From an optimization exercise on the open Yosys and OpenROAD flow, aimed at small area, a short achievable clock period and few clock cycles; shortcuts taken in it are not production practice.
Only simulation tests tie the RTL to the original design; equivalence was not proved.
Power is estimated from default activity; no workload was simulated.

Design dat_huff, start of the top module:
module dat_huff (
    input  wire        clk,
    input  wire        rst,
    input  wire        cmd_valid,
    output wire        cmd_ready,
    input  wire [2:0]  cmd_op,
    input  wire [15:0] cmd_arg,
    input  wire        in_valid,
    output wire        in_ready,
    input  wire [31:0] in_data,
    output reg         sym_valid,
    input  wire        sym_ready,
    output reg  [8:0]  sym_data,
    output reg  [1:0]  err
);
    localparam NS = 285;             
    localparam NG = 36;              
    localparam OP_NOP    = 3'd0;
    localparam OP_CLEAR  = 3'd1;
    localparam OP_SETLEN = 3'd2;
    localparam OP_BUILD  = 3'd3;
    localparam OP_INIT   = 3'd4;
    localparam OP_DECODE = 3'd5;
    localparam ERR_INVALID = 2'd1;
    localparam ERR_CORRUPT = 2'd2;
    localparam S_IDLE  = 3'd0;
    localparam S_BWAIT = 3'd1;
    localparam S_WALK  = 3'd2;
    localparam S_SCAN  = 3'd3;
    localparam S_DEC   = 3'd4;
    reg [2:0] state;
    reg       rdy;
    reg       empty;
    reg       rst_r;                 
    assign cmd_ready = rdy;
    wire acc   = cmd_valid & rdy;
    wire ok    = (err == 2'd0);
    genvar gs, gl, gj;
    reg        c_clr;                
    reg  [8:0] c_sym;                
    reg  [4:0] c_len;
    reg  [4:0] c_dh;                 
    reg  [7:0] c_dm;                 
    reg  [7:0] c_dl;                 
    wire [5*288-1:0] lenv;
    assign lenv[5*288-1:5*NS] = {(5*(288-NS)){1'b0}};
    wire len_clr = rst_r | c_clr;
    wire [4:0] len_d = c_len & {5{~len_clr}};
    generate
        for (gs = 0; gs < NS; gs = gs + 1) begin : g_len
            reg [4:0] q;
            wire we = len_clr || (c_dh[gs/64] && c_dm[(gs/8)%8] && c_dl[gs%8]);
            always @(posedge clk)
                if (we)
                    q <= len_d;
            assign lenv[5*gs +: 5] = q;
        end
    endgenerate
    reg  [5:0]  sc_g;                
    reg         in_scan;
    wire [5:0]  rd_g    = in_scan ? sc_g : c_sym[8:3];
    wire [39:0] rd_grp  = lenv[40*rd_g +: 40];
    wire [4:0]  old_len = rd_grp[5*c_sym[2:0] +: 5];
    reg        su_v;
    reg        su_oldp;              
    reg  [4:0] su_new;
    reg        dirty;                
    reg  [8:0] cnt [1:31];
    reg        pl_v;                 
    reg        pl_c;                 
    reg  [4:0] pl_l;
  ...
Size: about 5200 flip-flops, ~70 I/O pins, ~0.23 mm^2 of cells after synthesis.
==> flow/config.mk <==
export PLATFORM = sky130hd
export DESIGN_NAME = dat_huff
export DESIGN_NICKNAME = dat_huff
export VERILOG_FILES = /design/flow/design.v
export SDC_FILE = /design/flow/constraint.sdc
export NUM_CORES = 8
export LEC_CHECK = 0
export CAP_MARGIN = 20
export CORE_MARGIN = 2
export CORE_UTILIZATION = 60
export CTS_CLUSTER_DIAMETER = 70
export CTS_CLUSTER_SIZE = 20
export SLEW_MARGIN = 20
==> flow/constraint.sdc <==
create_clock -name core_clock -period 20.0 [get_ports {clk}]
set_input_delay 4.0000 -clock core_clock [delete_from_list [all_inputs] [get_ports {clk}]]
set_output_delay 4.0000 -clock core_clock [all_outputs]
set_load 0.01 [all_outputs]
standard.sh (not shown) runs the stock make flow with config.mk's settings and CLKGATE_MAP_FILE= SYNTH_SCRIPT=/design/flow/synth_recipe.tcl, a recipe that flattens the netlist after the stock synthesis.
==> flow/flow/run.sh <==
#!/bin/bash
# The standard layout (standard.sh), with its timing repair aimed at a
# 15 ns setup margin instead of 0, so that repair keeps shortening paths
# well below the 20 ns clock period. The SDC and every other step and
# setting are the standard flow's. make's full output goes to standard.log.
set -euo pipefail
export SETUP_SLACK_MARGIN=15
bash standard.sh > standard.log 2>&1
The first run passed the timing, design-rule and antenna checks.
Testbench counts at the start, summed over its fixed seeds: cycles 106,447.
Change:
--- a/flow/design.v
+++ b/flow/design.v
@@ -42,20 +42,20 @@
     reg  [4:0] c_dh;                 
     reg  [7:0] c_dm;                 
     reg  [7:0] c_dl;                 
     wire [5*288-1:0] lenv;
     assign lenv[5*288-1:5*NS] = {(5*(288-NS)){1'b0}};
     wire len_clr = rst_r | c_clr;
-    wire [4:0] len_d = c_len & {5{~len_clr}};
     generate
         for (gs = 0; gs < NS; gs = gs + 1) begin : g_len
             reg [4:0] q;
-            wire we = len_clr || (c_dh[gs/64] && c_dm[(gs/8)%8] && c_dl[gs%8]);
             always @(posedge clk)
-                if (we)
-                    q <= len_d;
+                if (len_clr)
+                    q <= 5'd0;
+                else if (c_dh[gs/64] && c_dm[(gs/8)%8] && c_dl[gs%8])
+                    q <= c_len;
             assign lenv[5*gs +: 5] = q;
         end
     endgenerate
     reg  [5:0]  sc_g;                
     reg         in_scan;
     wire [5:0]  rd_g    = in_scan ? sc_g : c_sym[8:3];
@@ -285,22 +285,12 @@
                     (fcnt == 2'd0 || (fcnt == 2'd1 && pop));
     wire a_dec = acc && ok && cmd_op == OP_DECODE && cmd_arg != 16'd0;
     wire a_inv = acc && ok && (cmd_op[2:1] == 2'b11 ||
                  (cmd_op == OP_SETLEN && cmd_arg[8:0] >= NS));
     wire a_set = acc && ok && cmd_op == OP_SETLEN && cmd_arg[8:0] < NS;
     always @(posedge clk) begin
-        c_dm    <= 8'd1 << cmd_arg[5:3];
-        c_dl    <= 8'd1 << cmd_arg[2:0];
-        c_sym   <= cmd_arg[8:0];
-        c_len   <= cmd_arg[13:9];
-        su_oldp <= old_len != 5'd0;
-        su_new  <= c_len;
-        wn      <= c_rd;
-        wlb     <= wl;
-    end
-    always @(posedge clk) begin
         rst_r <= rst;
         if (rst) begin
             state    <= S_IDLE;
             rdy      <= 1'b1;
             err      <= 2'd0;
             empty    <= 1'b1;
@@ -323,12 +313,16 @@
             pl_v     <= 1'b0;
             pw_h     <= 5'd0;
             in_scan  <= 1'b0;
         end else begin
             c_clr <= acc && ok && cmd_op == OP_CLEAR;
             c_dh  <= a_set ? (5'd1 << cmd_arg[8:6]) : 5'd0;
+            c_dm  <= 8'd1 << cmd_arg[5:3];
+            c_dl  <= 8'd1 << cmd_arg[2:0];
+            c_sym <= cmd_arg[8:0];
+            c_len <= cmd_arg[13:9];
             if (a_inv)
                 err <= ERR_INVALID;
             if (acc && ok && cmd_op == OP_INIT) begin
                 kc  <= 7'd0;
                 wr  <= {64{1'b1}};
             end
@@ -344,12 +338,14 @@
                     rdy      <= 1'b0;
                     dec_left <= cmd_arg;
                     need     <= !kc[6] && !kc[5];
                 end
             end
             su_v    <= c_dh != 5'd0;
+            su_oldp <= old_len != 5'd0;
+            su_new  <= c_len;
             if (c_clr)
                 dirty <= 1'b0;
             else if (su_v && su_oldp)
                 dirty <= 1'b1;
             pl_v <= 1'b0;
             pw_h <= 5'd0;
@@ -376,12 +372,14 @@
                 wrd   <= 1'b0;
                 wa    <= 9'd0;
                 wv    <= 9'd0;
                 wst   <= 1'b0;
             end
             S_WALK: begin
+                wn  <= c_rd;
+                wlb <= wl;
                 wl  <= wl - 5'd1;
                 wrd <= 1'b1;
                 if (wrd) begin
                 wa <= w_a;
                 wv <= w_t[9:1] + {8'd0, w_t[0]};
                 if (w_n != 9'd0 && !wst) begin
Wire length climbs by 5.4%.
Combinational power shrinks by about 6%.
Clock skew drops by 0.031 ns.
Total power decreases by 3.6%.
First-iteration DRC count rose by 13%.
Cell count increases by 19%.
Testbench counts after the change, summed over its fixed seeds: cycles 106,447.

==> separate check: timing with driven ports <==
In the flow no input, the clock included, has a driving cell. The finished layouts below were timed again as built, in two steps. Step 1 sets driving cells, clkbuf_16 on the clock port and buf_2 on the other inputs (assumed; they add their load-dependent delay and slew). Step 2 times the ports against the registers' clock, not the clock port: input delays grow and output delays shrink by t, the midpoint of the rising clock arrivals with the driver on. a / b / c = ideal / step 1 / step 2; a / b = the first two.
run | t, ns | setup slack, ns | hold WS [ns] | worst data-port slew with drivers (ns) | cell pins on the clock port's net
the first run | 1.101 | 14.437 / 14.306 / 13.619 | 0.412 / 0.412 / 0.412 | 0.17 | 1
the second run | 1.113 | 14.361 / 14.222 / 13.721 | 0.424 / 0.424 / 0.424 | 0.33 | 1
After both steps every run listed still meets setup and hold. For the first run, which loses most, drivers alone change the setup slack by -0.131 ns; drivers and shift together by -0.818 ns.
